This design comes from an exercise in tuning for small area, a short achievable clock period and few clock cycles per item on the open sky130 flow, not from production work.
Function was checked by simulation only, so behaviour that the tests miss may differ from the original.
Power is estimated from default activity; no workload was simulated.

$ cat flow/design.v
module pfd (
  input  wire        clk,
  input  wire        rst,         
  input  wire        cmd_valid,
  output wire        cmd_ready,
  input  wire [63:0] cmd,
  input  wire [4:0]  reg_addr,
  output reg  [63:0] reg_rdata,
  input  wire [7:0]  fb_addr,
  output wire [7:0]  fb_rdata
);
  localparam [3:0] OP_NOP = 4'h0, OP_CLR = 4'h1, OP_PUSH = 4'h2, OP_LDIN = 4'h3,
                   OP_DISPATCH = 4'h4, OP_SLICE = 4'h5, OP_UNPACK = 4'h6,
                   OP_NSPLIT = 4'h7, OP_TDEC = 4'h8, OP_INSERT = 4'h9,
                   OP_PACK = 4'hA, OP_NPACK = 4'hB, OP_TENC = 4'hC,
                   OP_FINAL = 4'hD;
  localparam [3:0] ST_OK = 4'd0, ST_FRAMING = 4'd1, ST_UNKNOWN_TYPE = 4'd2,
                   ST_TRUNCATED = 4'd3, ST_ABSENT = 4'd4, ST_BAD_OPERAND = 4'd5,
                   ST_OVERFLOW = 4'd6, ST_ILLEGAL_OP = 4'd7;
  reg [511:0] fbv;            
  reg [6:0]  flen;            
  reg [3:0]  opstat;
  reg        fvalid, ovf, hdrvld, subknown;
  reg [1:0]  cls;
  reg [7:0]  r_type, r_subtype, r_seq;
  reg [47:0] acc;
  reg        acc_vld;
  reg [3:0]  acc_dsel;
  reg [7:0]  nib;             
  reg        nib_vld;
  reg        tsign;
  reg [14:0] tmag;
  reg        t_vld;
  reg [47:0] din;
  wire [3:0]  opc   = cmd[63:60];
  wire [7:0]  off   = cmd[59:52];
  wire [2:0]  nb    = cmd[51:49];
  wire [5:0]  lsb   = cmd[48:43];
  wire [5:0]  wid   = cmd[42:37];
  wire        absf  = cmd[36];
  wire [3:0]  dsel  = cmd[35:32];
  wire        tbit  = cmd[31];
  wire [30:0] rsv   = cmd[30:0];
  wire [47:0] imm   = cmd[47:0];
  wire nb_1to6    = (nb != 3'd0) && (nb != 3'd7);
  wire wid_ok     = (wid != 6'd0) && (wid <= 6'd48);
  wire field_fits = ({1'b0, lsb} + {1'b0, wid}) <= {1'b0, nb, 3'b000};
  wire no_lw      = (lsb == 6'd0) && (wid == 6'd0);
  reg word_ok;
  always @(*) begin
    case (opc)
      OP_NOP, OP_CLR:        word_ok = (cmd[59:0] == 60'd0);
      OP_PUSH:               word_ok = (cmd[59:8] == 52'd0);
      OP_LDIN:               word_ok = (cmd[59:48] == 12'd0);
      OP_DISPATCH, OP_FINAL: word_ok = (cmd[59:0] == 60'd0);
      OP_SLICE:  word_ok = nb_1to6 && wid_ok && field_fits && (dsel == 4'd0) && !tbit && (rsv == 31'd0);
      OP_UNPACK: word_ok = nb_1to6 && no_lw && (dsel <= 4'd3) && !tbit && (rsv == 31'd0);
      OP_NSPLIT: word_ok = (nb == 3'd1) && no_lw && (dsel == 4'd0) && (!tbit || off == 8'd0) && (rsv == 31'd0);
      OP_TDEC:   word_ok = (nb == 3'd2) && no_lw && (dsel == 4'd0) && !tbit && (rsv == 31'd0);
      OP_INSERT: word_ok = nb_1to6 && wid_ok && field_fits && !absf && (dsel == 4'd0) && !tbit && (rsv == 31'd0);
      OP_PACK:   word_ok = nb_1to6 && no_lw && !absf && (dsel == 4'd0) && !tbit && (rsv == 31'd0);
      OP_NPACK:  word_ok = (nb == 3'd1) && no_lw && !absf && (dsel == 4'd0) && (!tbit || off == 8'd0) && (rsv == 31'd0);
      OP_TENC:   word_ok = (nb == 3'd2) && no_lw && !absf && (dsel == 4'd0) && (rsv == 31'd0);
      default:   word_ok = 1'b0;
    endcase
  end
  wire op_push  = (opc == OP_PUSH);
  wire op_final = (opc == OP_FINAL);
  wire op_field = (opc == OP_SLICE) || (opc == OP_INSERT);    
  wire tail     = tbit && (opc == OP_NSPLIT || opc == OP_NPACK);
  wire is_wr    = op_push || op_final || (opc == OP_INSERT) || (opc == OP_PACK) ||
                  (opc == OP_NPACK) || (opc == OP_TENC);
  wire [6:0] flen_m1  = flen - 7'd1;
  wire [5:0] base     = off[5:0] | ({6{op_push}} & flen[5:0]) | ({6{tail}} & flen_m1[5:0]);
  wire [2:0] nbe      = nb | {2'b00, op_push | op_final};      
  wire [5:0] wide     = op_field ? wid : {nbe, 3'b000};        
  wire       in_frame = tail ? (flen != 7'd0)
                             : (({1'b0, off} + {6'd0, nb}) <= {2'b00, flen});
  wire [2:0] b0    = base[2:0];
  wire [2:0] w     = base[5:3];
  wire [1:0] e_idx = w[2:1] + {1'b0, w[0]};    
  wire [1:0] o_idx = w[2:1];                   
  reg [63:0] e_word, o_word;
  always @(*) begin
    case (e_idx)
      2'd0: e_word = fbv[64*0 +: 64];
      2'd1: e_word = fbv[64*2 +: 64];
      2'd2: e_word = fbv[64*4 +: 64];
      default: e_word = fbv[64*6 +: 64];
    endcase
    case (o_idx)
      2'd0: o_word = fbv[64*1 +: 64];
      2'd1: o_word = fbv[64*3 +: 64];
      2'd2: o_word = fbv[64*5 +: 64];
      default: o_word = fbv[64*7 +: 64];
    endcase
  end
  wire [7:0] sel_e;
  wire [63:0] sel_e_bits;
  wire [63:0] y;
  genvar gp;
  generate
    for (gp = 0; gp < 8; gp = gp + 1) begin : g_byte
      assign sel_e[gp] = (gp >= b0) ^ w[0];
      assign sel_e_bits[8*(7-gp) +: 8] = {8{sel_e[gp]}};
      assign y[8*(7-gp) +: 8] = sel_e[gp] ? e_word[8*(7-gp) +: 8] : o_word[8*(7-gp) +: 8];
    end
  endgenerate
  wire [5:0] t_rd = lsb - {b0 + nbe, 3'b000};
  wire [5:0] t_wr = {b0 + nbe, 3'b000} - lsb;
  wire        din_neg  = din[47];
  wire [14:0] tenc_m   = din_neg ? (15'd0 - din[14:0]) : din[14:0];
  wire        tenc_s   = din_neg || tbit;
  reg  [47:0] wval;
  always @(*) begin
    wval = din;
    if (op_push)  wval[7:0] = imm[7:0];
    if (op_final) wval[7:0] = {1'b0, flen_m1};
    if (opc == OP_TENC) wval[15:0] = {tenc_s, tenc_m};
  end
  wire [63:0] rot_in  = is_wr ? {16'd0, wval} : y;
  wire [5:0]  rot_amt = is_wr ? t_wr : t_rd;
  wire [63:0] rs0 = rot_amt[0] ? {rot_in[0],    rot_in[63:1]}  : rot_in;
  wire [63:0] rs1 = rot_amt[1] ? {rs0[1:0],     rs0[63:2]}     : rs0;
  wire [63:0] rs2 = rot_amt[2] ? {rs1[3:0],     rs1[63:4]}     : rs1;
  wire [63:0] rs3 = rot_amt[3] ? {rs2[7:0],     rs2[63:8]}     : rs2;
  wire [63:0] rs4 = rot_amt[4] ? {rs3[15:0],    rs3[63:16]}    : rs3;
  wire [63:0] rot = rot_amt[5] ? {rs4[31:0],    rs4[63:32]}    : rs4;
  wire [47:0] fmask;
  genvar gm;
  generate
    for (gm = 0; gm < 48; gm = gm + 1) begin : g_fmask
      assign fmask[gm] = (gm < wide);
    end
  endgenerate
  wire [6:0]  mend = {1'b0, t_rd} + {1'b0, wide};
  wire [63:0] wmask;
  generate
    for (gm = 0; gm < 64; gm = gm + 1) begin : g_wmask
      assign wmask[gm] = mend[6] ? ((gm >= t_rd) || (gm < mend[5:0]))
                                 : ((gm >= t_rd) && (gm < mend[5:0]));
    end
  endgenerate
  wire [63:0] e_new = (wmask & sel_e_bits & rot) | (~(wmask & sel_e_bits) & e_word);
  wire [63:0] o_new = (wmask & ~sel_e_bits & rot) | (~(wmask & ~sel_e_bits) & o_word);
  wire [47:0] rd_val   = rot[47:0] & fmask;
  wire [7:0]  rd_b     = rot[7:0];
  wire [15:0] rd_h     = rot[15:0];
  wire        tenc_ok  = ((din[47:15] == 33'd0) ||
                          ((&din[47:15]) && (din[14:0] != 15'd0))) &&
                         (!tbit || din == 48'd0);
  wire        din_fits = ((din & ~fmask) == 48'd0);
  wire        din_ok   = (opc == OP_TENC) ? tenc_ok : din_fits;
  wire [7:0]  fb0 = fbv[63:56], fb1 = fbv[55:48], fb2 = fbv[47:40], fb3 = fbv[39:32];
  wire        disp_framing = ovf || (flen < 7'd2) || (fb0 != {1'b0, flen_m1});
  wire        disp_known   = (fb1 == 8'h10) || (fb1 == 8'h55) || (fb1 == 8'h20) ||
                             (fb1 == 8'h01) || (fb1 == 8'h11) || (fb1 == 8'h56);
  wire        disp_short   = (flen < 7'd4);
  wire [1:0]  disp_cls     = (fb1 == 8'h01) ? 2'd1 :
                             ((fb1 == 8'h55) || (fb1 == 8'h20) || (fb1 == 8'h56)) ? 2'd2 : 2'd3;
  wire go     = cmd_valid && !rst && word_ok;
  wire wr_go  = go && is_wr &&
                (op_push  ? (flen != 7'd64) :
                 op_final ? (flen != 7'd0)  : (din_ok && in_frame));
  always @(posedge clk) begin
    if (rst) begin
      flen      <= 7'd0;
      opstat    <= ST_OK;
      fvalid    <= 1'b0;
      ovf       <= 1'b0;
      hdrvld    <= 1'b0;
      cls       <= 2'd0;
      subknown  <= 1'b0;
      r_type    <= 8'd0;
      r_subtype <= 8'd0;
      r_seq     <= 8'd0;
      acc       <= 48'd0;
      acc_vld   <= 1'b0;
      acc_dsel  <= 4'd0;
      nib       <= 8'd0;
      nib_vld   <= 1'b0;
      tsign     <= 1'b0;
      tmag      <= 15'd0;
      t_vld     <= 1'b0;
      din       <= 48'd0;
    end else if (cmd_valid) begin
      if (opc == 4'hE || opc == 4'hF) begin
        opstat <= ST_ILLEGAL_OP;
      end else if (!word_ok) begin
        opstat <= ST_BAD_OPERAND;
      end else begin
        case (opc)
          OP_NOP: opstat <= ST_OK;
          OP_CLR: begin
            flen      <= 7'd0;
            opstat    <= ST_OK;
            fvalid    <= 1'b0;
            ovf       <= 1'b0;
            hdrvld    <= 1'b0;
            cls       <= 2'd0;
            subknown  <= 1'b0;
            r_type    <= 8'd0;
            r_subtype <= 8'd0;
            r_seq     <= 8'd0;
            acc       <= 48'd0;
            acc_vld   <= 1'b0;
            acc_dsel  <= 4'd0;
            nib       <= 8'd0;
            nib_vld   <= 1'b0;
            tsign     <= 1'b0;
            tmag      <= 15'd0;
            t_vld     <= 1'b0;
            din       <= 48'd0;
          end
          OP_PUSH: begin
            fvalid <= 1'b0;
            if (flen == 7'd64) begin
              ovf    <= 1'b1;
              opstat <= ST_OVERFLOW;
            end else begin
              flen   <= flen + 7'd1;
              opstat <= ST_OK;
            end
          end
          OP_LDIN: begin
            din    <= imm;
            opstat <= ST_OK;
          end
          OP_FINAL: begin
            if (flen == 7'd0) begin
              opstat <= ST_TRUNCATED;
            end else begin
              fvalid <= 1'b0;
              opstat <= ST_OK;
            end
          end
          OP_DISPATCH: begin
            if (disp_framing || !disp_known || disp_short) begin
              r_type    <= 8'd0;
              r_subtype <= 8'd0;
              r_seq     <= 8'd0;
              cls       <= 2'd0;
              subknown  <= 1'b0;
              hdrvld    <= 1'b0;
              fvalid    <= 1'b0;
              opstat    <= disp_framing ? ST_FRAMING :
                           !disp_known  ? ST_UNKNOWN_TYPE : ST_TRUNCATED;
            end else begin
              r_type    <= fb1;
              r_subtype <= fb2;
              r_seq     <= fb3;
              cls       <= disp_cls;
              subknown  <= (fb1 == 8'h55) && (fb2 == 8'h02);
              hdrvld    <= 1'b1;
              fvalid    <= 1'b1;
              opstat    <= ST_OK;
            end
          end
          OP_SLICE, OP_UNPACK: begin
            if (absf || !in_frame) begin
              acc      <= 48'd0;
              acc_dsel <= 4'd0;
              acc_vld  <= 1'b0;
              if (absf) begin
                opstat <= ST_ABSENT;
              end else begin
                fvalid <= 1'b0;
                opstat <= ST_TRUNCATED;
              end
            end else begin
              acc      <= rd_val;
              acc_dsel <= (opc == OP_SLICE) ? 4'd0 : dsel;
              acc_vld  <= 1'b1;
              opstat   <= ST_OK;
            end
          end
          OP_NSPLIT: begin
            if (absf || !in_frame) begin
              nib     <= 8'd0;
              nib_vld <= 1'b0;
              if (absf) begin
                opstat <= ST_ABSENT;
              end else begin
                fvalid <= 1'b0;
                opstat <= ST_TRUNCATED;
              end
            end else begin
              nib     <= rd_b;
              nib_vld <= 1'b1;
              opstat  <= ST_OK;
            end
          end
          OP_TDEC: begin
            if (absf || !in_frame) begin
              tsign <= 1'b0;
              tmag  <= 15'd0;
              t_vld <= 1'b0;
              if (absf) begin
                opstat <= ST_ABSENT;
              end else begin
                fvalid <= 1'b0;
                opstat <= ST_TRUNCATED;
              end
            end else begin
              tsign  <= rd_h[15];
              tmag   <= rd_h[14:0];
              t_vld  <= 1'b1;
              opstat <= ST_OK;
            end
          end
          OP_TENC, OP_PACK, OP_NPACK, OP_INSERT: begin
            if (!din_ok) begin
              opstat <= ST_BAD_OPERAND;
            end else if (!in_frame) begin
              opstat <= ST_TRUNCATED;
            end else begin
              fvalid <= 1'b0;
              opstat <= ST_OK;
            end
          end
          default: opstat <= ST_ILLEGAL_OP;
        endcase
      end
    end
  end
  integer k;
  always @(posedge clk) begin
    for (k = 0; k < 8; k = k + 1)
      if (wr_go && ((k % 2 == 0) ? (e_idx == k / 2) : (o_idx == k / 2)))
        fbv[64*k +: 64] <= (k % 2 == 0) ? e_new : o_new;
  end
  assign cmd_ready = 1'b1;
  assign fb_rdata  = fbv[{fb_addr[5:3], ~fb_addr[2:0], 3'b000} +: 8];
  wire [15:0] temp = tsign ? (16'd0 - {1'b0, tmag}) : {1'b0, tmag};
  always @(*) begin
    case (reg_addr)
      5'h00: reg_rdata = {60'd0, opstat};
      5'h01: reg_rdata = {56'd0, 2'b00, subknown, cls, hdrvld, ovf, fvalid};
      5'h02: reg_rdata = {57'd0, flen};
      5'h03: reg_rdata = {56'd0, r_type};
      5'h04: reg_rdata = {56'd0, r_subtype};
      5'h05: reg_rdata = {56'd0, r_seq};
      5'h06: reg_rdata = {16'd0, acc};
      5'h07: reg_rdata = {59'd0, acc_dsel, acc_vld};
      5'h08: reg_rdata = {55'd0, nib_vld, nib};
      5'h09: reg_rdata = {31'd0, t_vld, temp, tsign, tmag};
      5'h0A: reg_rdata = {16'd0, din};
      default: reg_rdata = 64'd0;
    endcase
  end
endmodule
$ cat flow/config.mk
export PLATFORM = sky130hd
export DESIGN_NAME = pfd
export DESIGN_NICKNAME = pfd
export VERILOG_FILES = /design/flow/design.v
export SDC_FILE = /design/flow/constraint.sdc
export NUM_CORES = 8
export LEC_CHECK = 0
export CAP_MARGIN = 40
export CORE_MARGIN = 2
export CORE_UTILIZATION = 22
export PLACE_DENSITY = 0.3
export SLEW_MARGIN = 40
$ cat flow/constraint.sdc
create_clock -name core_clock -period 20.0 [get_ports {clk}]
set_input_delay 4.0000 -clock core_clock [delete_from_list [all_inputs] [get_ports {clk}]]
set_output_delay 4.0000 -clock core_clock [all_outputs]
set_load 0.01 [all_outputs]
$ cat flow/run.sh
#!/bin/bash
# synth_recipe.tcl (not shown) runs the flow's synth.tcl, then flattens the netlist and writes it again
# the make line also repeats each setting of config.mk as NAME=value (left out here)
make -C /OpenROAD-flow-scripts/flow DESIGN_CONFIG=/design/flow/config.mk WORK_HOME=/design/flow/orfs CLKGATE_MAP_FILE= SYNTH_SCRIPT=/design/flow/synth_recipe.tcl finish
==> results of run 1 <==
==> Yosys cell counts (all sizes together), types with 93 or more instances <==
| cell type | instances | area share |
|---|---|---|
| edfxtp | 512 | 0.33 |
| nor2 | 451 | 0.036 |
| nand2 | 433 | 0.035 |
| o21ai | 301 | 0.032 |
| clkbuf | 290 | 0.023 |
| a21oi | 266 | 0.028 |
| mux2i | 259 | 0.055 |
| mux4 | 223 | 0.11 |
| dfxtp | 167 | 0.071 |
| a22oi | 161 | 0.026 |
| nand3 | 107 | 0.011 |
| buf | 99 | 0.011 |
| nor3 | 93 | 0.010 |
==> metal layers <==
| metal | GRT usage | up-vias |
|---|---|---|
| met3 | 0.0526 | 476 |
| met4 | 0.142 | 16 |
| met1 | 0.394 | 24100 |
| met2 | 0.479 | 2211 |
| li1 | - | 18900 |
| met5 | 0 | - |
==> flip-flops by register name, indices dropped and copies added, names as in the netlist, 2 cells and up <==
register   flops
tmag          15
nib            8
r_subtype      8
din           48
cls            2
flen           7
opstat         3
r_type         8
fbv          512
acc           48
acc_dsel       4
r_seq          8
==> worst max-delay path by stage <==
stage,start,to,slack [ns]
3_5_place_dp,cmd[61],fbv[307]$_DFFE_PP_,6.32
2_1_floorplan,cmd[63],fbv[128]$_DFFE_PP_,7.85
4_1_cts,cmd[61],fbv[51]$_DFFE_PP_,7.08
5_1_grt,cmd[61],fbv[51]$_DFFE_PP_,6.86
6_report,cmd[61],fbv[51]$_DFFE_PP_,6.83
3_3_place_gp,cmd[61],fbv[135]$_DFFE_PP_,5.61
==> where the power goes <==
group | internal, mW | switching (mW)
Sequential | 1.66 | 0.000271
Clock | 0.959 | 0.726
Combinational | 0.735 | 2.27
==> per-stage QoR <==
step | power [mW] | worst slack [ns] | std cells
after CTS | 6.30 | 7.08 | 7725
after detailed placement | 4.60 | 6.32 | 7561
final | 6.35 | 6.83 | 7742
after floorplan | 2.95 | 7.85 | 4737
after global routing | 6.46 | 6.86 | 7730
after global placement | 4.54 | 5.61 | 7546
==> critical path: stages <==
cell and delay [ns]:
clkdlybuf4s50_1 0.46, buf_4 0.31, nor4b_2 0.64, buf_4 0.34, a21oi_2 0.08, buf_4 0.25, a21boi_4 0.19, buf_4 0.27
inv_4 0.43, ha_4 0.69, inv_1 0.19, nand4_1 0.12, buf_4 0.49, nand2_2 0.39, buf_4 0.39, mux2_2 0.47
o2111ai_1 0.43, o21ai_1 0.82, o21ai_0 0.19, o22ai_1 0.68, o22ai_1 0.20, nor3_1 0.77, buf_4 0.28, mux2i_1 0.25
==> kinds of logic (layout without fill, tap and decap cells) <==
family          after synthesis  after routing  synth area share
flops                       679            679             0.397
simple gates               1412           1412             0.139
other cells                   2             30          0.000159
mux                         525            525             0.172
xor+xnor                     70             70            0.0130
buf+inv                     479            650            0.0417
compound gates             1486           1486             0.220
fa+ha+maj                    69             69            0.0177
==> area by class of cell <==
cell class | count | area share
tap | 2821 | 0.0626
inverter | 90 | 0.00608
sequential | 679 | 0.332
timing repair buffer | 396 | 0.0598
clock inverter | 56 | 0.0104
multi-input combinational | 3579 | 0.486
clock buffer | 108 | 0.0428
antenna | 13 | 0.000577
==> impl_metrics.csv, run 1 <==
group,metric,value,unit
critical_path,r2r_slack,10.28,ns
sta,grt_setup_unrepaired,"false",
routing,drt-met1-wl,144000,um
grt,grt_max_degree,81,
synthesis,yosysUniqueCellTypes,109,
min_path,holdPathStages,2,
placement,hpwl,263000,um
routing,met3_wirelength,22500,um
synthesis,synthesis.instances,4722,
cts,clk_path_buf_depth,3,
power_and_ir_drop,power.leakage,18.9,nW
placement,routabilityCongestion,0.986,
critical_path,path_class,"input pin to flip-flop",
routing,topRoutingLayerUsed,"met5",
run_status,status,"timing/DRC/antenna clean",
final_layout,final_common_cell,"edfxtp_1",
synthesis,synth-edff-count,512,
grt,first_global_vias,43600,
sta,post-route-min-period,13.17,ns
floorplan,die_w,467,um
critical_path,reg2reg_depth,22,
power_and_ir_drop,ir_worst_vdd,0.0818,mV
cts,cts_tree,"done",
critical_path,startpoint_type,"input pin",
cts,clk_pin_slew,0.06,ns
job,maxCapViolCount,0,
sta,holdWs,0.447,ns
sta,hold_viol_final,0,
sta,worstMarginPinSlew,1.02,ns
min_path,hp-class,"flip-flop to flip-flop",
floorplan,start_util,0.222,
routing,routed_wl,337000,um
floorplan,die_area,218000,um2
critical_path,worst_ep_required_time,20.39,ns
final_layout,fin_util,0.266,
grt,grt_util_all_layers,0.301,
routing,vias_per_cell,5.90,
final_layout,seq_area,18700,um2
final_layout,layout_common_cells,"512 x edfxtp_1, 430 x nor2_1, 429 x nand2_1",
final_layout,syn_to_final_growth,19.7,%
floorplan,ioPinCount,153,
synthesis,synth_seq_area_share,0.397,
sta,final.setup.tns,0,ns
sta,slew_headroom,0.313,
sta,skew,0.0613,ns
grt,grt_antenna_before_repair,41,
cts,cts_hold_buf,0,
synthesis,async_flop_share,0,
sta,drv_slew,0,
critical_path,r2r_start,"flen[1]$_SDFFE_PP0P_",
grt,grt_overflow_total,0,
final_layout,final_nets,4959,
routing,wl_met2,154000,um
synthesis,syn_avg_cell_area,9.98,um2
critical_path,critPathMaxFanout,30,
floorplan,die_h,467,um
final_layout,multi_input_area,27400,um2
cts,ctsResizeCount,0,
routing,first_pass_iters,6,
critical_path,cp-end-kind,"flip-flop",
sta,fin_crit_sh,0.659,
synthesis,synth_ff_type,"edfxtp_1",
cts,post_cts_buffers,0,
routing,antenna_left,0,
floorplan,coreArea,213000,um2
final_layout,fill_cells,22500,
sta,setup-violations-final,0,
critical_path,r2r_end,"fbv[51]$_DFFE_PP_",
critical_path,crit_arrival,13.57,ns
grt,grt_pass1_wl,440000,um
cts,htreeDepth,3,
placement,placed_cell_area,53300,um2
routing,wl_per_cell,43.6,um
routing,drt-initial-drc-count,5538,
final_layout,drive_gt1_frac,0.178,
power_and_ir_drop,power.density,113,nW/um2
synthesis,ys_ff_latch,679,
sta,clock.fmax,0.0759,GHz
cts,clkSinkCount,679,
synthesis,yosysWarnings,1,
final_layout,fin_area,56400,um2
placement,portBuffers,133,
min_path,hp-start,"acc[22]$_SDFFE_PP0P_",
cts,root_buffer,"clkbuf_16",
cts,cts_made_buffers,91,
cts,insertion_delay,0.79,ns
routing,route.vias.total,45700,
floorplan,rows,169,
synthesis,syn_area,47100,um2
routing,drc,0,
min_path,hold_end,"acc[22]$_SDFFE_PP0P_",
Testbench counts, summed over its fixed seeds: cycles 8,304, cmds 8,296.
==> run 2: changes to the inputs <==
--- a/flow/config.mk
+++ b/flow/config.mk
@@ -5,8 +5,9 @@
 export SDC_FILE = /design/flow/constraint.sdc
 export NUM_CORES = 8
 export LEC_CHECK = 0
+export ABC_CLOCK_PERIOD_IN_PS = 8000
 export CAP_MARGIN = 40
 export CORE_MARGIN = 2
-export CORE_UTILIZATION = 22
-export PLACE_DENSITY = 0.3
+export CORE_UTILIZATION = 45
+export PLACE_DENSITY = 0.6
 export SLEW_MARGIN = 40
==> run 2 against run 1 <==
Compared with the run above:
- sequential power about the same
- via count up 3.5%
- synthesized cell count is the same
- synthesized area is the same
==> impl_metrics.csv, run 2 <==
group,metric,value,unit
final_layout,reg_top3,"fbv: 512 flops, acc: 48 flops, din: 48 flops",
cts,post_cts_buffers,0,
grt,grt_antenna_before_repair,36,
synthesis,yosysUniqueCellTypes,109,
critical_path,slowest_delay,0.90,ns
routing,first_pass_iters,9,
sta,slew_headroom,0.276,
cts,clk_path_buf_depth,3,
routing,route.vias.total,47300,
cts,cts_hold_buf,0,
cts,root_buffer,"clkbuf_16",
final_layout,final_common_cell,"edfxtp_1",
routing,vias_per_cell,7.60,
cts,clkSinkCount,679,
sta,fin_crit_sh,0.628,
routing,antenna_left,0,
routing,drc,0,
floorplan,die_h,328,um
cts,htreeDepth,3,
run_status,status,"timing/DRC/antenna clean",
critical_path,path_class,"input pin to flip-flop",
floorplan,die_w,328,um
final_layout,layout.cells.non_filler,6226,
floorplan,die_area,107000,um2
sta,setup-violations-final,0,
critical_path,critPathMaxFanout,25,
job,maxCapViolCount,0,
synthesis,syn_area,47100,um2
final_layout,syn_to_final_growth,13.7,%
critical_path,cp-end-kind,"flip-flop",
final_layout,largest_reg_flops,512,
placement,routabilityCongestion,1.12,
grt,grt_max_degree,71,
sta,holdWs,0.443,ns
cts,clk_pin_slew,0.06,ns
cts,cts_made_buffers,75,
floorplan,rows,118,
critical_path,path_delay_family,"compound AO/OA/AOI/OAI gates",
critical_path,cp_slowest_cell,"clkdlybuf4s50_1",
synthesis,synth_common_cells,"512 x edfxtp_1, 449 x nor2_1, 432 x nand2_1",
power_and_ir_drop,power.density,110,nW/um2
synthesis,syn_avg_cell_area,9.98,um2
sta,final.setup.tns,0,ns
sta,post-route-min-period,12.56,ns
final_layout,layout_common_cells,"512 x edfxtp_1, 432 x nand2_1, 431 x nor2_1",
critical_path,startpoint_type,"input pin",
sta,worstMarginPinSlew,1.09,ns
synthesis,synth_ff_type,"edfxtp_1",
synthesis,synthesis.instances,4722,
synthesis,synth_seq_area_share,0.397,
sta,clock.fmax,0.0796,GHz
grt,first_global_vias,43500,
synthesis,synthTopCellsByArea,"edfxtp_1 33%, mux4_2 11%, dfxtp_1 7.1%",
synthesis,synth.largest_area_cell,"edfxtp_1",
placement,dp.cells,6064,
cts,insertion_delay,0.70,ns
placement,portBuffers,133,
power_and_ir_drop,power.leakage,18.3,nW
routing,drt-initial-drc-count,8373,
critical_path,crit_top_cell,"buf_4",
floorplan,coreArea,104000,um2
grt,grt_pass1_wl,367000,um
synthesis,synth-edff-count,512,
routing,routed_wl,273000,um
sta,skew,0.0518,ns
final_layout,top_register,"fbv",
cts,ctsResizeCount,0,
grt,grt_util_all_layers,0.497,
min_path,hp-class,"flip-flop to flip-flop",
synthesis,synth.top_cell.area_share,0.326,
placement,hpwl,207000,um
sta,drv_slew,0,
sta,hold_viol_final,0,
cts,cts_tree,"done",
critical_path,crit_arrival,12.90,ns
synthesis,ys_ff_latch,679,
final_layout,drive_gt1_frac,0.155,
sta,grt_setup_unrepaired,"false",
grt,grt_overflow_total,0,
synthesis,async_flop_share,0,
final_layout,final_nets,4884,
synthesis,yosysWarnings,1,
critical_path,critical_path_buf_inv_count,6,
routing,wl_per_cell,43.8,um
critical_path,worst_ep_required_time,20.34,ns
floorplan,start_util,0.455,
critical_path,worstPathCellList,"clkdlybuf4s50_1, nand3_1, nor2_1, a21boi_4, buf_4, inv_2, ha_4, o31ai_4, buf_4, nand2_2, buf_4, mux2_2, o2111ai_1, o21ai_1, o21ai_0, o22ai_1, o22ai_1, mux2i_1, buf_4, a31oi_1",
synthesis,synth.most_common_cell,"edfxtp_1",
power_and_ir_drop,ir_worst_vdd,0.0936,mV
floorplan,ioPinCount,153,
run 2: cell counts after synthesis:
No cell type changed its count.
run 2: layout make-up:
class	count	area, um2
Multi-Input combinational cell	3579	27200
Tap cell	1380	1730
Clock inverter	45	596
Antenna cell	26	65.1
Clock buffer	90	1980
Timing Repair Buffer	337	2940
Fill cell	9511	50100
Sequential cell	679	18700
Inverter	90	339
run 2: final timing paths:
path                               end            startpoint  cells after the start  slack (ns)
setup / recovery    fbv[331]$_DFFE_PP_               cmd[31]                     20        7.44
hold / removal    acc[13]$_SDFFE_PP0P_  acc[13]$_SDFFE_PP0P_                      2        0.44
setup reg to reg    fbv[331]$_DFFE_PP_  flen[0]$_SDFFE_PP0P_                     21       10.45
hold reg to reg   acc[13]$_SDFFE_PP0P_  acc[13]$_SDFFE_PP0P_                      2        0.44
run 2: logic make-up after synthesis:
| logic type | after synthesis | synth area share |
|---|---|---|
| simple gates | 1412 | 0.139 |
| fa+ha+maj | 69 | 0.0177 |
| mux | 525 | 0.172 |
| flops | 679 | 0.397 |
| buf+inv | 479 | 0.0417 |
| xor+xnor | 70 | 0.0130 |
| other cells | 2 | 0.000159 |
| compound gates | 1486 | 0.220 |
run 2: report_power, final:
group,internal (mW),switching [mW],total (mW)
combinational,0.687,2.08,2.76
clock,0.875,0.617,1.49
sequential,1.66,0.000211,1.66
run 2: per-layer routing:
metal / GRT usage / vias up / routed length [um]
met1: 0.603 / 23200 / 94600
met3: 0.198 / 1064 / 40500
li1: - / 18800 / -
met2: 0.703 / 4221 / 111000
met5: 0.000444 / - / 169
met4: 0.387 / 18 / 26200
run 2: worst min-delay path: stages (launching register included):
cell	delay, ns
dfxtp_1	0.31
nand2_1	0.05
o21ai_1	0.05
run 2: through the flow:
step	power, mW	worst slack, ns	util	instance area, um2
2_1_floorplan	2.95	7.85	-	47200
3_3_place_gp	4.18	7.04	0.487	50500
3_5_place_dp	4.23	7.31	0.491	50900
4_1_cts	5.71	7.86	0.516	53400
5_1_grt	5.94	7.64	0.517	53500
6_report	5.92	7.44	0.517	53600
==> run 3: changes to the inputs <==
--- a/flow/config.mk
+++ b/flow/config.mk
@@ -5,7 +5,6 @@
 export SDC_FILE = /design/flow/constraint.sdc
 export NUM_CORES = 8
 export LEC_CHECK = 0
-export ABC_CLOCK_PERIOD_IN_PS = 8000
 export CAP_MARGIN = 40
 export CORE_MARGIN = 2
 export CORE_UTILIZATION = 45
==> run 3 against run 2 <==
Compared with the run above:
- sequential share of layout area unchanged
- synthesized cell count unchanged
- clock-buffer cell count did not move
- first-iteration DRC count stayed put
- largest power group unchanged
- highest routed layer unchanged
==> impl_metrics.csv, run 3 <==
group,metric,value,unit
cts,cts_made_buffers,75,
cts,htreeDepth,3,
critical_path,r2r_end,"fbv[331]$_DFFE_PP_",
placement,hpwl,207000,um
synthesis,syn_area,47100,um2
cts,insertion_delay,0.70,ns
cts,cts_tree,"done",
sta,final.setup.tns,0,ns
final_layout,top_register,"fbv",
power_and_ir_drop,ir_worst_vdd,0.0936,mV
synthesis,syn_avg_cell_area,9.98,um2
synthesis,yosysWarnings,1,
final_layout,reg_top3,"fbv: 512 flops, acc: 48 flops, din: 48 flops",
floorplan,die_area,107000,um2
synthesis,synth.most_common_cell,"edfxtp_1",
routing,drt-initial-drc-count,8373,
critical_path,critical_path_buf_inv_count,6,
floorplan,die_h,328,um
sta,worstMarginPinSlew,1.09,ns
sta,skew,0.0518,ns
synthesis,synth_fa_ha_area_frac,0.0177,
final_layout,drive_gt1_frac,0.155,
final_layout,syn_to_final_growth,13.7,%
run_status,status,"timing/DRC/antenna clean",
cts,post_cts_buffers,0,
critical_path,path_class,"input pin to flip-flop",
grt,grt_max_degree,71,
critical_path,r2r_slack,10.45,ns
grt,first_global_vias,43500,
critical_path,r2r_start,"flen[0]$_SDFFE_PP0P_",
synthesis,ys_ff_latch,679,
min_path,hp-class,"flip-flop to flip-flop",
final_layout,layout_common_cells,"512 x edfxtp_1, 432 x nand2_1, 431 x nor2_1",
job,maxCapViolCount,0,
routing,antenna_left,0,
synthesis,synthesis.instances,4722,
cts,ctsResizeCount,0,
power_and_ir_drop,power,5.92,mW
cts,clkSinkCount,679,
critical_path,startpoint_type,"input pin",
sta,slew_headroom,0.276,
routing,first_pass_iters,9,
cts,root_buffer,"clkbuf_16",
synthesis,yosysUniqueCellTypes,109,
floorplan,coreArea,104000,um2
final_layout,final_nets,4884,
sta,post-route-min-period,12.56,ns
floorplan,start_util,0.455,
grt,grt_util_all_layers,0.497,
sta,drv_slew,0,
placement,dp.cells,6064,
routing,routed_wl,273000,um
sta,grt_setup_unrepaired,"false",
synthesis,synth_ff_type,"edfxtp_1",
grt,grt_pass1_wl,367000,um
placement,routabilityCongestion,1.12,
cts,clk_path_buf_depth,3,
synthesis,synth_compound_area_frac,0.220,
final_layout,final_common_cell,"edfxtp_1",
grt,grt_overflow_total,0,
critical_path,worst_ep_required_time,20.34,ns
sta,setup-violations-final,0,
final_layout,largest_reg_flops,512,
synthesis,synth_common_cells,"512 x edfxtp_1, 449 x nor2_1, 432 x nand2_1",
synthesis,synth_seq_area_share,0.397,
final_layout,fill_cells,9511,
routing,drc,0,
synthesis,synth.area.mux_share,0.172,
synthesis,synth_top_family_by_area,"compound AO/OA/AOI/OAI gates",
floorplan,die_w,328,um
critical_path,crit_arrival,12.90,ns
cts,cts_hold_buf,0,
critical_path,critPathMaxFanout,25,
synthesis,synth.largest_area_cell,"edfxtp_1",
critical_path,cp_slowest_cell,"clkdlybuf4s50_1",
critical_path,worstPathCellList,"clkdlybuf4s50_1, nand3_1, nor2_1, a21boi_4, buf_4, inv_2, ha_4, o31ai_4, buf_4, nand2_2, buf_4, mux2_2, o2111ai_1, o21ai_1, o21ai_0, o22ai_1, o22ai_1, mux2i_1, buf_4, a31oi_1",
synthesis,async_flop_share,0,
synthesis,yosys.area_share.simple,0.139,
routing,route.vias.total,47300,
placement,portBuffers,133,
routing,wl_per_cell,43.8,um
critical_path,reg2reg_depth,21,
floorplan,rows,118,
power_and_ir_drop,power.leakage,18.3,nW
critical_path,cp-end-kind,"flip-flop",
critical_path,path_delay_family,"compound AO/OA/AOI/OAI gates",
min_path,hp-start,"acc[13]$_SDFFE_PP0P_",
synthesis,synth-xor-area-share,0.0130,
synthesis,synth-edff-count,512,
critical_path,crit_top_cell,"buf_4",
sta,fin_crit_sh,0.628,
critical_path,slowest_delay,0.90,ns
grt,grt_antenna_before_repair,36,
sta,clock.fmax,0.0796,GHz
floorplan,ioPinCount,153,
synthesis,synthTopCellsByArea,"edfxtp_1 33%, mux4_2 11%, dfxtp_1 7.1%",
min_path,hold_end,"acc[13]$_SDFFE_PP0P_",
final_layout,layout.cells.non_filler,6226,
sta,hold_viol_final,0,
routing,vias_per_cell,7.60,
cts,clk_pin_slew,0.06,ns
synthesis,synth.top_cell.area_share,0.326,
power_and_ir_drop,power.density,110,nW/um2
min_path,holdPathStages,2,
run 3: cell counts after synthesis:
Identical to the previous run, type by type.
run 3: cell type report:
class	instances	area (um2)	area share
Antenna cell	26	65.1	0.00121
Tap cell	1380	1730	0.0322
Timing Repair Buffer	337	2940	0.0549
Multi-Input combinational cell	3579	27200	0.508
Inverter	90	339	0.00633
Clock inverter	45	596	0.0111
Sequential cell	679	18700	0.349
Clock buffer	90	1980	0.0369
run 3: kinds of logic after synthesis:
| kind of cell | Yosys count |
|---|---|
| compound gates | 1486 |
| simple gates | 1412 |
| flops | 679 |
| mux | 525 |
| buf+inv | 479 |
| xor+xnor | 70 |
| fa+ha+maj | 69 |
| other cells | 2 |
run 3: how the worst max path moves through the flow:
| stage | startpoint | cells after the start | endpoint |
|---|---|---|---|
| 2_1_floorplan | cmd[63] | 16 | fbv[128]$_DFFE_PP_ |
| 3_3_place_gp | cmd[63] | 21 | fbv[107]$_DFFE_PP_ |
| 3_5_place_dp | cmd[31] | 20 | fbv[331]$_DFFE_PP_ |
| 4_1_cts | fb_addr[0] | 7 | fb_rdata[7] |
| 5_1_grt | cmd[31] | 20 | fbv[331]$_DFFE_PP_ |
| 6_report | cmd[31] | 20 | fbv[331]$_DFFE_PP_ |
run 3: stage by stage:
step,hold WS [ns],cell area (um2),setup slack [ns],util
CTS,0.447,53400,7.86,0.516
floorplan,0.421,47200,7.85,-
global placement,0.434,50500,7.04,0.487
finish,0.443,53600,7.44,0.517
global route,0.463,53500,7.64,0.517
detailed placement,0.441,50900,7.31,0.491
run 3: worst reg2reg max path, cell delays in order, from the launching register on:
cell	delay [ns]
dfxtp_1	0.64
inv_1	0.30
ha_1	0.34
nor3b_1	0.22
xnor2_1	0.55
a21boi_4	0.10
buf_4	0.23
inv_2	0.54
ha_4	0.66
o31ai_4	0.15
buf_4	0.33
nand2_2	0.50
buf_4	0.44
mux2_2	0.47
o2111ai_1	0.46
o21ai_1	0.83
o21ai_0	0.17
o22ai_1	0.59
o22ai_1	0.41
mux2i_1	0.73
buf_4	0.34
a31oi_1	0.23
run 3: per-layer routing:
| layer | global-route usage | up-vias | part of all wire |
|---|---|---|---|
| li1 | - | 18800 | - |
| met1 | 0.603 | 23200 | 0.35 |
| met2 | 0.703 | 4221 | 0.41 |
| met3 | 0.198 | 1064 | 0.15 |
| met4 | 0.387 | 18 | 0.096 |
| met5 | 0.000444 | - | 0.00062 |
run 3: power breakdown:
group	internal [mW]	leakage [nW]	switching, mW	total [mW]
Combinational	0.687	11.2	2.08	2.76
Clock	0.875	1.23	0.617	1.49
Sequential	1.66	5.94	0.000211	1.66
==> run 4: changes to the inputs <==
==> flow/flow/run.sh (new file) <==
#!/bin/bash
set -euo pipefail
export SETUP_SLACK_MARGIN=8
bash standard.sh > standard.log 2>&1
==> flow/standard.sh (new file) <==
#!/bin/bash
# synth_recipe.tcl (not shown) runs the flow's synth.tcl, then flattens the netlist and writes it again
# the make line also repeats each setting of config.mk as NAME=value (left out here)
make -C /OpenROAD-flow-scripts/flow DESIGN_CONFIG=/design/flow/config.mk WORK_HOME=/design/flow/orfs CLKGATE_MAP_FILE= SYNTH_SCRIPT=/design/flow/synth_recipe.tcl "${@:-finish}"
removed: flow/run.sh
==> run 4 against run 3 <==
Compared with the run above:
- still clean on timing, DRC and antenna
- clock-buffer cell count is 3 higher
- final cell count decreased by 0.22%
- first-iteration DRC count fell by 5.5%
- global-route usage down 0.57 points
- wire length decreased by 1.2%
- critical endpoint is now fbv[315]$_DFFE_PP_
- largest cell class unchanged
==> impl_metrics.csv, run 4 <==
group,metric,value,unit
final_layout,top_register,"fbv",
sta,setup_slack,8.04,ns
sta,drv_slew,0,
critical_path,cp-end-kind,"flip-flop",
final_layout,final_nets,4877,
sta,slew_headroom,0.322,
synthesis,synth-edff-count,512,
final_layout,syn_to_final_growth,13.6,%
routing,route.vias.total,47200,
floorplan,coreArea,104000,um2
synthesis,synthesis.instances,4722,
grt,grt_pass1_wl,363000,um
min_path,hp-class,"flip-flop to flip-flop",
final_layout,drive_gt1_frac,0.156,
final_layout,fill_cells,9501,
routing,topRoutingLayerUsed,"met5",
synthesis,syn_area,47100,um2
synthesis,syn_avg_cell_area,9.98,um2
sta,skew,0.0721,ns
routing,wl_per_cell,43.4,um
power_and_ir_drop,power.leakage,18.3,nW
routing,drc,0,
grt,grt_overflow_total,0,
final_layout,multi_input_area,27300,um2
critical_path,crit_arrival,12.24,ns
routing,wl_met2,109000,um
synthesis,ys_ff_latch,679,
synthesis,yosysWarnings,1,
placement,hpwl,204000,um
cts,clk_pin_slew,0.06,ns
synthesis,synth.top_cell.area_share,0.326,
cts,htreeDepth,3,
placement,portBuffers,133,
critical_path,critPathMaxFanout,95,
routing,routed_wl,269000,um
final_layout,layout_common_cells,"512 x edfxtp_1, 432 x nand2_1, 429 x nor2_1",
placement,pre_cts_ws,7.56,ns
cts,clkSinkCount,679,
cts,root_buffer,"clkbuf_16",
critical_path,startpoint_type,"input pin",
power_and_ir_drop,ir_worst_vdd,0.0791,mV
sta,hold_viol_final,0,
routing,first_pass_iters,10,
sta,setup-violations-final,0,
synthesis,synthTopCellsByArea,"edfxtp_1 33%, mux4_2 11%, dfxtp_1 7.1%",
final_layout,seq_area,18700,um2
floorplan,ioPinCount,153,
sta,worstMarginPinSlew,0.989,ns
cts,insertion_delay,0.71,ns
cts,cts_hold_buf,0,
synthesis,synth.largest_area_cell,"edfxtp_1",
job,maxCapViolCount,0,
grt,grt_antenna_before_repair,31,
power_and_ir_drop,power.density,110,nW/um2
sta,post-route-min-period,11.96,ns
final_layout,final_common_cell,"edfxtp_1",
floorplan,die_h,328,um
routing,drt-initial-drc-count,7912,
final_layout,reg_top3,"fbv: 512 flops, acc: 48 flops, din: 48 flops",
synthesis,synth.most_common_cell,"edfxtp_1",
final_layout,largest_reg_flops,512,
floorplan,die_area,107000,um2
critical_path,path_class,"input pin to flip-flop",
grt,grt_max_degree,96,
routing,antenna_left,0,
sta,clock.fmax,0.0836,GHz
sta,fin_crit_sh,0.598,
synthesis,synth_ff_type,"edfxtp_1",
grt,grt_util_all_layers,0.491,
synthesis,synth_seq_area_share,0.397,
grt,first_global_vias,43200,
synthesis,yosysUniqueCellTypes,109,
floorplan,rows,118,
floorplan,die_w,328,um
routing,vias_per_cell,7.59,
cts,cts_made_buffers,76,
cts,clk_path_buf_depth,3,
critical_path,worst_ep_required_time,20.28,ns
routing,drt-met1-wl,92600,um
critical_path,r2r_slack,11.03,ns
floorplan,start_util,0.455,
placement,routabilityCongestion,1.15,
run_status,status,"timing/DRC/antenna clean",
cts,cts_tree,"done",
sta,final.setup.tns,0,ns
synthesis,synth_common_cells,"512 x edfxtp_1, 449 x nor2_1, 432 x nand2_1",
synthesis,async_flop_share,0,
sta,grt_setup_unrepaired,"false",
routing,met3_wirelength,41000,um
final_layout,fin_util,0.516,
[run 4: cell count changes in the layout (fill, tap and decap cells not counted), moves of 4 or more]
cell / previous run / this run
o21ai_0: 261 / 257
bufinv_16: 13 / 7
buf_4: 193 / 180
diode_2: 26 / 16
clkinv_1: 19 / 13
clkinv_4: 1 / 7
clkinv_2: 4 / 12
[run 4: metrics by stage]
step                instance area, um2  instances  hold WS [ns]  power (mW)
detailed placement               50800       6053         0.438        4.23
finish                           53500       6212         0.443        5.87
global placement                 50400       6042         0.435        4.17
global route                     53500       6197         0.469        5.88
CTS                              53300       6192         0.446        5.63
floorplan                        47200       4737         0.421        2.95
[run 4: layer usage]
layer,vias to the layer above,global-route usage
li1,18700,-
met1,23200,0.583
met2,4083,0.695
met3,1092,0.221
met4,32,0.373
met5,-,0.00621
[run 4: worst max-delay path: stages]
cell and delay, ns:
clkdlybuf4s50_1 0.46, buf_4 0.38, nor4b_2 0.12, a21oi_1 0.16, buf_4 0.38, a21boi_4 0.27, buf_12 0.38, inv_2 0.12
ha_4 0.37, inv_1 0.19, a31oi_4 0.04, buf_4 0.31, nor2_4 0.15, buf_4 0.51, mux4_2 0.81, mux2_2 0.37
o21ai_1 0.63, a221oi_1 0.21, a22oi_1 0.59, o22ai_1 0.25, mux2i_1 0.79, mux2i_1 0.52
[run 4: power by group]
| group | switching (mW) | internal, mW |
|---|---|---|
| combinational | 2.09 | 0.690 |
| clock | 0.610 | 0.814 |
| sequential | 0.000210 | 1.66 |
| total | 2.71 | 3.16 |
[run 4: logic make-up after synthesis]
group	Yosys count	synth area share
compound gates	1486	0.220
xor+xnor	70	0.0130
fa+ha+maj	69	0.0177
buf+inv	479	0.0417
flops	679	0.397
mux	525	0.172
other cells	2	0.000159
simple gates	1412	0.139
[run 4: cell type report]
cell class                      instances  area share
Multi-Input combinational cell       3579       0.510
Sequential cell                       679       0.350
Inverter                               90     0.00631
Clock inverter                         46     0.00954
Clock buffer                           93      0.0375
Tap cell                             1380      0.0323
Antenna cell                           16    0.000748
Timing Repair Buffer                  329      0.0538
[run 4: final timing paths]
| kind | cells past startpoint | end | startpoint |
|---|---|---|---|
| max | 22 | fbv[315]$_DFFE_PP_ | cmd[63] |
| min | 2 | acc[22]$_SDFFE_PP0P_ | acc[22]$_SDFFE_PP0P_ |
| max reg2reg | 21 | fbv[315]$_DFFE_PP_ | flen[0]$_SDFFE_PP0P_ |
| min reg2reg | 2 | acc[22]$_SDFFE_PP0P_ | acc[22]$_SDFFE_PP0P_ |
[run 4: what timing repair did]
action                     in CTS  in global routing
hold endpoints to repair        0                  0
buffers inserted                0                  0
gates resized for setup         2                  4
gates cloned                    0                  0
setup endpoints to repair       3                  3
==> run 5: changes to the inputs <==
==> flow/flow/run.sh (replaced) <==
#!/bin/bash
set -euo pipefail
export SETUP_SLACK_MARGIN=10
bash standard.sh > standard.log 2>&1
==> run 5 against run 4 <==
Compared with the run above:
- still clean
- synthesized cell count unchanged
- register-to-register slack better by 1.7 ns
- total power up 6.4%
- cell area up 6.0%
- utilization up 3.1 points
- critical path type is now input pin to output port
- critical endpoint is now fb_rdata[6]
- largest power group unchanged
- highest routed layer unchanged
==> impl_metrics.csv, run 5 <==
group,metric,value,unit
run_status,status,"timing/DRC/antenna clean",
synthesis,synthesis.instances,4722,
synthesis,synth_ff_type,"edfxtp_1",
cts,cts_tree,"done",
floorplan,rows,118,
critical_path,crit_arrival,6.25,ns
sta,clock.fmax,0.0975,GHz
sta,drv_slew,0,
synthesis,synth_seq_area_share,0.397,
grt,first_global_vias,44100,
routing,routed_wl,278000,um
cts,insertion_delay,0.69,ns
cts,clk_pin_slew,0.06,ns
synthesis,syn_area,47100,um2
synthesis,synthTopCellsByArea,"edfxtp_1 33%, mux4_2 11%, dfxtp_1 7.1%",
synthesis,synth.largest_area_cell,"edfxtp_1",
final_layout,top_register,"fbv",
grt,grt_max_degree,65,
placement,hpwl,203000,um
routing,drc,0,
min_path,hp-class,"flip-flop to flip-flop",
sta,slew_headroom,0.321,
final_layout,layout_common_cells,"512 x edfxtp_1, 426 x nand2_1, 415 x nor2_1",
placement,portBuffers,133,
routing,wl_per_cell,43.8,um
sta,post-route-min-period,10.25,ns
synthesis,synth.most_common_cell,"edfxtp_1",
final_layout,syn_to_final_growth,20.4,%
final_layout,fin_util,0.547,
grt,grt_overflow_total,0,
cts,root_buffer,"clkbuf_16",
placement,dp.cells,6044,
sta,holdWs,0.450,ns
sta,setup-violations-final,0,
sta,worstMarginPinSlew,1.01,ns
power_and_ir_drop,ir_worst_vdd,0.107,mV
critical_path,worst_ep_required_time,16.00,ns
synthesis,ys_ff_latch,679,
power_and_ir_drop,power.leakage,19.8,nW
cts,cts_made_buffers,76,
routing,route.vias.total,48300,
synthesis,yosysWarnings,1,
routing,vias_per_cell,7.60,
final_layout,final_nets,5013,
floorplan,die_h,328,um
cts,clk_path_buf_depth,3,
final_layout,reg_top3,"fbv: 512 flops, acc: 48 flops, din: 48 flops",
routing,first_pass_iters,10,
final_layout,drive_gt1_frac,0.216,
placement,placed_cell_area,50800,um2
cts,cts_hold_buf,0,
synthesis,async_flop_share,0,
floorplan,ioPinCount,153,
sta,hold_viol_final,0,
grt,grt_pass1_wl,372000,um
final_layout,fin_area,56700,um2
final_layout,largest_reg_flops,512,
floorplan,die_w,328,um
cts,htreeDepth,3,
critical_path,startpoint_type,"input pin",
critical_path,critPathMaxFanout,9,
critical_path,path_class,"input pin to output port",
synthesis,synth.top_cell.area_share,0.326,
synthesis,synth-edff-count,512,
floorplan,die_area,107000,um2
sta,skew,0.0244,ns
synthesis,syn_avg_cell_area,9.98,um2
critical_path,cp-end-kind,"output port",
routing,drt-initial-drc-count,8634,
placement,routabilityCongestion,1.15,
floorplan,coreArea,104000,um2
synthesis,synth_common_cells,"512 x edfxtp_1, 449 x nor2_1, 432 x nand2_1",
job,maxCapViolCount,0,
routing,antenna_left,0,
cts,clkSinkCount,679,
sta,final.setup.tns,0,ns
power_and_ir_drop,power.density,110,nW/um2
final_layout,final_common_cell,"edfxtp_1",
sta,fin_crit_sh,0.513,
grt,grt_util_all_layers,0.504,
sta,grt_setup_unrepaired,"true",
grt,grt_antenna_before_repair,28,
final_layout,layout.cells.non_filler,6346,
floorplan,start_util,0.455,
synthesis,yosysUniqueCellTypes,109,
[run 5: cell counts after synthesis]
No cell type changed its count.
[run 5: report_power, final]
| part | internal, mW | switching, mW |
|---|---|---|
| combinational | 0.898 | 2.23 |
| sequential | 1.66 | 0.000225 |
| clock | 0.842 | 0.616 |
[run 5: final cells by class]
cell class,count,area [um2]
Clock buffer,91,2020
Multi-Input combinational cell,3581,28500
Fill cell,9242,46900
Sequential cell,679,18700
Antenna cell,18,45.0
Clock inverter,44,531
Inverter,90,354
Timing Repair Buffer,463,4810
Tap cell,1380,1730
[run 5: cells by family (layout without fill, tap and decap cells)]
logic type | after synthesis | after routing | share of synthesized area
AOI/OAI and AO/OA | 1486 | 1486 | 0.220
xor gates and xnor gates | 70 | 70 | 0.0130
adders and majority gates | 69 | 69 | 0.0177
buffers and inverters | 479 | 688 | 0.0417
DFF | 679 | 679 | 0.397
muxes | 525 | 525 | 0.172
other | 2 | 35 | 0.000159
and+or+nand+nor | 1412 | 1414 | 0.139
[run 5: worst max-delay path, stage by stage]
cell and delay (ns):
clkbuf_16 0.18, buf_16 0.17, mux4_2 0.57, mux4_2 0.48, mux4_2 0.65, buf_6 0.19
[run 5: routing by layer]
metal / vias up / share of wire / wire (um) / track usage
met4: 18 / 0.10 / 28400 / 0.393
met3: 1218 / 0.15 / 41900 / 0.212
met2: 4307 / 0.40 / 112000 / 0.711
met5: - / 0.0012 / 327 / 0.000444
li1: 19000 / - / - / -
met1: 23700 / 0.34 / 95600 / 0.608
[run 5: path summary, 6_finish.rpt]
path / start / to / slack, ns / cells past startpoint
worst min register to register: acc[29]$_SDFFE_PP0P_ / acc[29]$_SDFFE_PP0P_ / 0.45 / 2
worst max register to register: flen[0]$_SDFFE_PP0P_ / fbv[208]$_DFFE_PP_ / 12.75 / 23
worst max-delay path: fb_addr[0] / fb_rdata[6] / 9.75 / 6
worst min-delay path: acc[29]$_SDFFE_PP0P_ / acc[29]$_SDFFE_PP0P_ / 0.45 / 2
[run 5: timing repair]
action                                  CTS  global route
endpoints found under the setup margin  861           777
cloned                                   25             2
setup buffers                            73            47
pin swaps                                30            21
gates resized for setup                 349            81
[run 5: stage by stage]
| stage | setup slack, ns | total power [mW] |
|---|---|---|
| 6_report | 9.75 | 6.25 |
| 5_1_grt | 9.79 | 6.26 |
| 4_1_cts | 9.77 | 5.94 |
| 3_5_place_dp | 6.81 | 4.24 |
| 3_3_place_gp | 6.51 | 4.18 |
| 2_1_floorplan | 9.39 | 2.95 |
==> run 6: changes to the inputs <==
--- a/flow/design.v
+++ b/flow/design.v
@@ -80,21 +80,12 @@
   wire [2:0] w     = base[5:3];
   wire [1:0] e_idx = w[2:1] + {1'b0, w[0]};    
   wire [1:0] o_idx = w[2:1];                   
-  reg [63:0] e_word, o_word;
-  always @(*) begin
-    case (e_idx)
-      2'd0: e_word = fbv[64*0 +: 64];
-      2'd1: e_word = fbv[64*2 +: 64];
-      2'd2: e_word = fbv[64*4 +: 64];
-      default: e_word = fbv[64*6 +: 64];
-    endcase
-    case (o_idx)
-      2'd0: o_word = fbv[64*1 +: 64];
-      2'd1: o_word = fbv[64*3 +: 64];
-      2'd2: o_word = fbv[64*5 +: 64];
-      default: o_word = fbv[64*7 +: 64];
-    endcase
-  end
+  wire [3:0] e_oh = 4'd1 << e_idx;
+  wire [3:0] o_oh = 4'd1 << o_idx;
+  wire [63:0] e_word = ({64{e_oh[0]}} & fbv[64*0 +: 64]) | ({64{e_oh[1]}} & fbv[64*2 +: 64]) |
+                       ({64{e_oh[2]}} & fbv[64*4 +: 64]) | ({64{e_oh[3]}} & fbv[64*6 +: 64]);
+  wire [63:0] o_word = ({64{o_oh[0]}} & fbv[64*1 +: 64]) | ({64{o_oh[1]}} & fbv[64*3 +: 64]) |
+                       ({64{o_oh[2]}} & fbv[64*5 +: 64]) | ({64{o_oh[3]}} & fbv[64*7 +: 64]);
   wire [7:0] sel_e;
   wire [63:0] sel_e_bits;
   wire [63:0] y;
@@ -330,7 +321,17 @@
         fbv[64*k +: 64] <= (k % 2 == 0) ? e_new : o_new;
   end
   assign cmd_ready = 1'b1;
-  assign fb_rdata  = fbv[{fb_addr[5:3], ~fb_addr[2:0], 3'b000} +: 8];
+  wire [63:0] rsel = 64'd1 << fb_addr[5:0];
+  genvar gr, gb;
+  generate
+    for (gr = 0; gr < 8; gr = gr + 1) begin : g_rd
+      wire [63:0] col;
+      for (gb = 0; gb < 64; gb = gb + 1) begin : g_b
+        assign col[gb] = fbv[64*(gb/8) + 8*(7-(gb%8)) + gr];
+      end
+      assign fb_rdata[gr] = |(rsel & col);
+    end
+  endgenerate
   wire [15:0] temp = tsign ? (16'd0 - {1'b0, tmag}) : {1'b0, tmag};
   always @(*) begin
     case (reg_addr)
==> flow/flow/run.sh (replaced) <==
#!/bin/bash
set -euo pipefail
export SETUP_SLACK_MARGIN=10
export BUFFER_PORTS_ARGS="-buffer_cell sky130_fd_sc_hd__buf_2"
bash standard.sh > standard.log 2>&1
--- a/flow/config.mk
+++ b/flow/config.mk
@@ -8,5 +8,7 @@
 export CAP_MARGIN = 40
 export CORE_MARGIN = 2
 export CORE_UTILIZATION = 45
+export CTS_BUF_LIST = sky130_fd_sc_hd__clkbuf_8
+export CTS_CLUSTER_SIZE = 20
 export PLACE_DENSITY = 0.6
 export SLEW_MARGIN = 40
==> run 6 against run 5 <==
Compared with the run above:
- synthesized area decreased by 4.5%
- sequential power about the same
- still clean
- worst hold slack improved by 0.013 ns
- total power decreased by 6.4%
- critical endpoint is now acc[0]$_SDFFE_PP0P_
- global-route usage increased by 5.9 points
- combinational power decreased by 6%
- die area decreased by 4.4%
- wire length increased by 7.9%
- non-clock buffer count decreased by 14
- final cell count decreased by 1.2%
- worst setup slack improved by 0.042 ns
- via count increased by 5.4%
==> impl_metrics.csv, run 6 <==
group,metric,value,unit
critical_path,startpoint_type,"input pin",
critical_path,crit_top_cell,"buf_6",
routing,vias_per_cell,8.11,
routing,routed_wl,300000,um
sta,fin_crit_sh,0.511,
placement,placed_cell_area,48500,um2
synthesis,yosysWarnings,1,
sta,post-route-min-period,10.21,ns
critical_path,path_class,"input pin to flip-flop",
routing,wl_per_cell,47.8,um
final_layout,drive_gt1_frac,0.244,
grt,grt_pass1_wl,394000,um
synthesis,synth_common_cells,"512 x edfxtp_1, 484 x nor2_1, 413 x nand2_1",
floorplan,die_w,320,um
placement,portBuffers,133,
cts,insertion_delay,0.90,ns
sta,final.setup.tns,0,ns
final_layout,final_nets,4964,
floorplan,rows,116,
cts,cts_hold_buf,0,
job,maxCapViolCount,0,
synthesis,synth-edff-count,512,
floorplan,start_util,0.452,
cts,cts_tree,"done",
placement,hpwl,220000,um
synthesis,synth.largest_area_cell,"edfxtp_1",
grt,first_global_vias,45400,
synthesis,synth.top_cell.area_share,0.341,
synthesis,ys_ff_latch,679,
synthesis,yosysUniqueCellTypes,115,
synthesis,synth_ff_type,"edfxtp_1",
cts,cts_made_buffers,112,
routing,drc,0,
critical_path,crit_arrival,10.95,ns
placement,routabilityCongestion,1.15,
final_layout,layout_common_cells,"512 x edfxtp_1, 399 x nor2_1, 396 x nand2_1",
power_and_ir_drop,power.density,109,nW/um2
sta,worstMarginPinSlew,1.04,ns
cts,htreeDepth,3,
power_and_ir_drop,ir_worst_vdd,0.101,mV
grt,grt_max_degree,53,
final_layout,largest_reg_flops,512,
critical_path,worstPathCellList,"buf_2, buf_6, nor4b_4, a21oi_2, o21a_2, buf_4, clkinv_8, ha_4, xnor2_4, buf_6, buf_12, mux4_2, o221ai_1, nor3_1, a21oi_1, o21ai_0, o311ai_1, nand2_1, a22o_1",
final_layout,final_common_cell,"edfxtp_1",
synthesis,synthesis.instances,4574,
critical_path,cp-end-kind,"flip-flop",
sta,clock.fmax,0.0979,GHz
synthesis,synthTopCellsByArea,"edfxtp_1 34%, dfxtp_1 7.4%, mux4_2 5.4%",
final_layout,top_register,"fbv",
sta,setup-violations-final,0,
cts,clkSinkCount,679,
critical_path,critical_path_buf_inv_count,6,
grt,grt_util_all_layers,0.563,
routing,first_pass_iters,14,
synthesis,synth.most_common_cell,"edfxtp_1",
final_layout,reg_top3,"fbv: 512 flops, acc: 48 flops, din: 48 flops",
synthesis,synth_seq_area_share,0.416,
floorplan,die_h,320,um
power_and_ir_drop,power.leakage,18.6,nW
floorplan,die_area,103000,um2
synthesis,syn_area,45000,um2
critical_path,cp_slowest_cell,"o311ai_1",
sta,grt_setup_unrepaired,"true",
grt,grt_overflow_total,0,
cts,clk_pin_slew,0.06,ns
sta,drv_slew,0,
cts,root_buffer,"clkbuf_8",
final_layout,syn_to_final_growth,18.9,%
synthesis,async_flop_share,0,
sta,slew_headroom,0.304,
critical_path,worst_ep_required_time,20.74,ns
run_status,status,"timing/DRC/antenna clean",
critical_path,critPathMaxFanout,40,
grt,grt_antenna_before_repair,44,
routing,drt-initial-drc-count,9772,
routing,route.vias.total,50800,
cts,clk_path_buf_depth,3,
floorplan,coreArea,99600,um2
sta,skew,0.0899,ns
sta,hold_viol_final,0,
floorplan,ioPinCount,153,
min_path,hp-class,"flip-flop to flip-flop",
routing,antenna_left,0,
final_layout,fin_area,53500,um2
critical_path,path_delay_family,"compound AO/OA/AOI/OAI gates",
critical_path,slowest_delay,0.89,ns
final_layout,fill_cells,8925,
synthesis,syn_avg_cell_area,9.84,um2
-- run 6: cell count changes after synthesis, sizes merged, moves of 34 or more --
cell,delta
mux2,+60
nor2,+34
a21oi,-42
nand3,+44
o22ai,+43
mux2i,-165
clkbuf,-55
a221o,-43
a221oi,+112
mux4,-116
a22o,+165
a22oi,+42
o21ai,-115
and2,-37
-- run 6: power by group --
part	switching (mW)	internal, mW
Sequential	0.000303	1.66
Clock	0.641	0.609
Combinational	2.20	0.739
Total	2.84	3.01
-- run 6: worst paths after layout --
path | startpoint | end | slack (ns) | cells after the start
max | cmd[62] | acc[0]$_SDFFE_PP0P_ | 9.79 | 19
min | acc[44]$_SDFFE_PP0P_ | acc[44]$_SDFFE_PP0P_ | 0.46 | 2
max reg2reg | flen[0]$_SDFFE_PP0P_ | acc[0]$_SDFFE_PP0P_ | 11.83 | 19
min reg2reg | acc[44]$_SDFFE_PP0P_ | acc[44]$_SDFFE_PP0P_ | 0.46 | 2
-- run 6: kinds of logic after synthesis --
family                     share of synthesized area
muxes                                          0.100
and+or+nand+nor                                0.153
DFF                                            0.416
AOI/OAI and AO/OA                              0.256
buffers and inverters                         0.0368
adders and majority gates                     0.0221
other                                       0.000167
xor gates and xnor gates                      0.0159
-- run 6: layout make-up --
class / count / area [um2] / area share
Multi-Input combinational cell: 3527 / 26900 / 0.503
Sequential cell: 679 / 18700 / 0.350
Timing Repair Buffer: 449 / 3660 / 0.0684
Clock buffer: 119 / 1640 / 0.0306
Tap cell: 1298 / 1620 / 0.0303
Clock inverter: 80 / 532 / 0.00993
Inverter: 72 / 293 / 0.00547
Antenna cell: 46 / 115 / 0.00215
-- run 6: per-layer routing --
metal | track usage | vias to the layer above | share of wire
met4 | 0.484 | 36 | 0.11
met5 | 0.0421 | - | 0.0022
li1 | - | 19000 | -
met3 | 0.314 | 1686 | 0.18
met2 | 0.750 | 5606 | 0.38
met1 | 0.643 | 24500 | 0.33
-- run 6: what timing repair did --
action	4_1_cts	5_1_grt
endpoints found under the hold margin	0	0
pin swaps	44	46
cloned	2	1
buffers inserted	61	58
endpoints found under the setup margin	592	440
gates resized for setup	180	104
-- run 6: stage by stage --
stage	setup slack, ns	power (mW)	hold WS [ns]	cells	util
2_1_floorplan	8.99	2.91	0.425	4589	-
3_3_place_gp	7.28	4.19	0.439	5888	0.481
3_5_place_dp	7.59	4.24	0.447	5898	0.487
4_1_cts	9.93	5.49	0.465	6160	0.524
5_1_grt	9.85	5.81	0.486	6231	0.537
6_report	9.79	5.85	0.464	6270	0.538
-- run 6: tightest hold or removal path, delay by kind of cell, from the launching register on --
kind | cells | cell delay (ns)
compound gates | 1 | 0.05
flops | 1 | 0.31
simple gates | 1 | 0.05
Testbench counts of run 6, summed over its fixed seeds: cycles 8,304, cmds 8,296.
==> run 7: changes to the inputs <==
==> flow/flow/run.sh (replaced) <==
#!/bin/bash
set -euo pipefail
export SETUP_SLACK_MARGIN=10

bash standard.sh > standard.log 2>&1
--- a/flow/config.mk
+++ b/flow/config.mk
@@ -8,7 +8,5 @@
 export CAP_MARGIN = 40
 export CORE_MARGIN = 2
 export CORE_UTILIZATION = 45
-export CTS_BUF_LIST = sky130_fd_sc_hd__clkbuf_8
-export CTS_CLUSTER_SIZE = 20
 export PLACE_DENSITY = 0.6
 export SLEW_MARGIN = 40
==> run 7 against run 6 <==
Compared with the run above:
- global-route usage grew 0.98 points
- synthesized area stayed put
- critical path depth shrank 9
- utilization rose by 2.7 points
- via count increased by 2.6%
- register-to-register slack improved by 0.86 ns
- synthesized cell count did not move
- cell area rose by 5.1%
- sequential share of layout area is 1.7 points lower
- flip-flop and latch count did not move
- clock-buffer cell count down 24
- highest routed layer unchanged
- largest cell class unchanged
- still clean on timing, DRC and antenna
==> impl_metrics.csv, run 7 <==
group,metric,value,unit
sta,holdWs,0.468,ns
critical_path,worstPathCellList,"buf_12, buf_4, nor2_2, nand3_4, nor2_4, a221oi_1, nand3_1, nor4_2, nand2_1, dlygate4sd2_1",
cts,insertion_delay,0.74,ns
power_and_ir_drop,power,6.20,mW
final_layout,final_nets,5024,
routing,wl_per_cell,49.0,um
grt,grt_overflow_total,0,
floorplan,die_w,320,um
cts,cts_made_buffers,74,
synthesis,synth.area.mux_share,0.100,
grt,grt_pass1_wl,401000,um
sta,skew,0.101,ns
routing,first_pass_iters,11,
cts,clk_path_buf_depth,3,
synthesis,yosysWarnings,1,
final_layout,fin_area,56200,um2
min_path,hp-class,"flip-flop to flip-flop",
power_and_ir_drop,power.density,110,nW/um2
sta,slew_headroom,0.231,
final_layout,syn_to_final_growth,24.9,%
synthesis,yosys.area_share.simple,0.153,
grt,grt_max_degree,52,
sta,fin_crit_sh,0.515,
final_layout,fin_util,0.565,
final_layout,top_register,"fbv",
job,maxCapViolCount,0,
run_status,status,"timing/DRC/antenna clean",
power_and_ir_drop,power.leakage,19.5,nW
routing,antenna_left,0,
final_layout,drive_gt1_frac,0.245,
placement,hpwl,222000,um
sta,final.setup.tns,0,ns
sta,grt_setup_unrepaired,"true",
synthesis,synthTopCellsByArea,"edfxtp_1 34%, dfxtp_1 7.4%, mux4_2 5.4%",
floorplan,rows,116,
critical_path,cp_slowest_cell,"nor2_4",
final_layout,largest_reg_flops,512,
sta,worstMarginPinSlew,1.14,ns
cts,clkSinkCount,679,
critical_path,cp-end-kind,"output port",
placement,portBuffers,133,
critical_path,critical_path_buf_inv_count,3,
synthesis,yosysUniqueCellTypes,115,
floorplan,coreArea,99600,um2
floorplan,die_area,103000,um2
cts,cts_tree,"done",
placement,routabilityCongestion,1.14,
routing,vias_per_cell,8.26,
sta,clock.fmax,0.0970,GHz
-- run 7: cell count changes in the layout (fill, tap and decap cells not counted), sizes merged, moves of 2 or more --
| cell | change |
|---|---|
| clkdlybuf4s50 | +75 |
| inv | -38 |
| bufinv | +7 |
| clkinv | -17 |
| bufbuf | +2 |
| clkinvlp | +5 |
| diode | +8 |
| dlymetal6s2s | +8 |
| buf | -22 |
| clkbuf | -24 |
| dlygate4sd2 | +30 |
-- run 7: what timing repair did --
| item | in CTS | in global routing |
|---|---|---|
| gates resized for setup | 387 | 172 |
| hold buffers | 0 | 0 |
| cloned | 6 | 4 |
| buffers inserted | 128 | 68 |
| pin swaps | 74 | 66 |
| hold endpoints to repair | 0 | 0 |
| endpoints found under the setup margin | 735 | 734 |
-- run 7: cell families after synthesis --
| group | Yosys count |
|---|---|
| AO/OA/AOI/OAI | 1567 |
| AND/OR/NAND/NOR | 1476 |
| flip-flops | 679 |
| buffers and inverters | 384 |
| multiplexers | 304 |
| adder cells (fa/ha/maj) | 85 |
| XOR/XNOR | 77 |
| other | 2 |
-- run 7: power by group --
| group | leakage, nW | switching [mW] | internal [mW] |
|---|---|---|---|
| sequential | 5.95 | 0.000207 | 1.66 |
| combinational | 12.3 | 2.26 | 0.787 |
| clock | 1.24 | 0.641 | 0.856 |
-- run 7: metal layers --
metal  global-route usage  up-vias  wire, um
li1                     -    19200         -
met1                0.667    25100    100000
met2                0.761     5913    116000
met3                0.305     1909     55200
met4                0.496       44     36900
met5               0.0137        -       562
-- run 7: worst paths after layout --
kind,from,endpoint,depth (start not counted)
worst min-delay path,acc[9]$_SDFFE_PP0P_,acc[9]$_SDFFE_PP0P_,2
worst max-delay path,fb_addr[1],fb_rdata[7],10
worst min register to register,acc[9]$_SDFFE_PP0P_,acc[9]$_SDFFE_PP0P_,2
worst max register to register,flen[0]$_SDFFE_PP0P_,fbv[33]$_DFFE_PP_,16
-- run 7: area by class of cell --
cell class / count / area (um2) / area share
antenna: 54 / 135 / 0.00240
clock buffer: 95 / 1980 / 0.0352
clock inverter: 37 / 634 / 0.0113
inverter: 72 / 293 / 0.00521
multi-input combinational: 3531 / 27500 / 0.489
sequential: 679 / 18700 / 0.333
tap: 1298 / 1620 / 0.0289
timing repair buffer: 543 / 5380 / 0.0956
-- run 7: worst register-to-register path: cells and delay by family (launching register included) --
kind / cells / cell delay (ns)
AOI/OAI and AO/OA: 4 / 1.71
xor gates and xnor gates: 1 / 0.55
adders and majority gates: 2 / 0.85
buffers and inverters: 3 / 0.82
DFF: 1 / 0.70
muxes: 2 / 1.24
and+or+nand+nor: 4 / 1.19
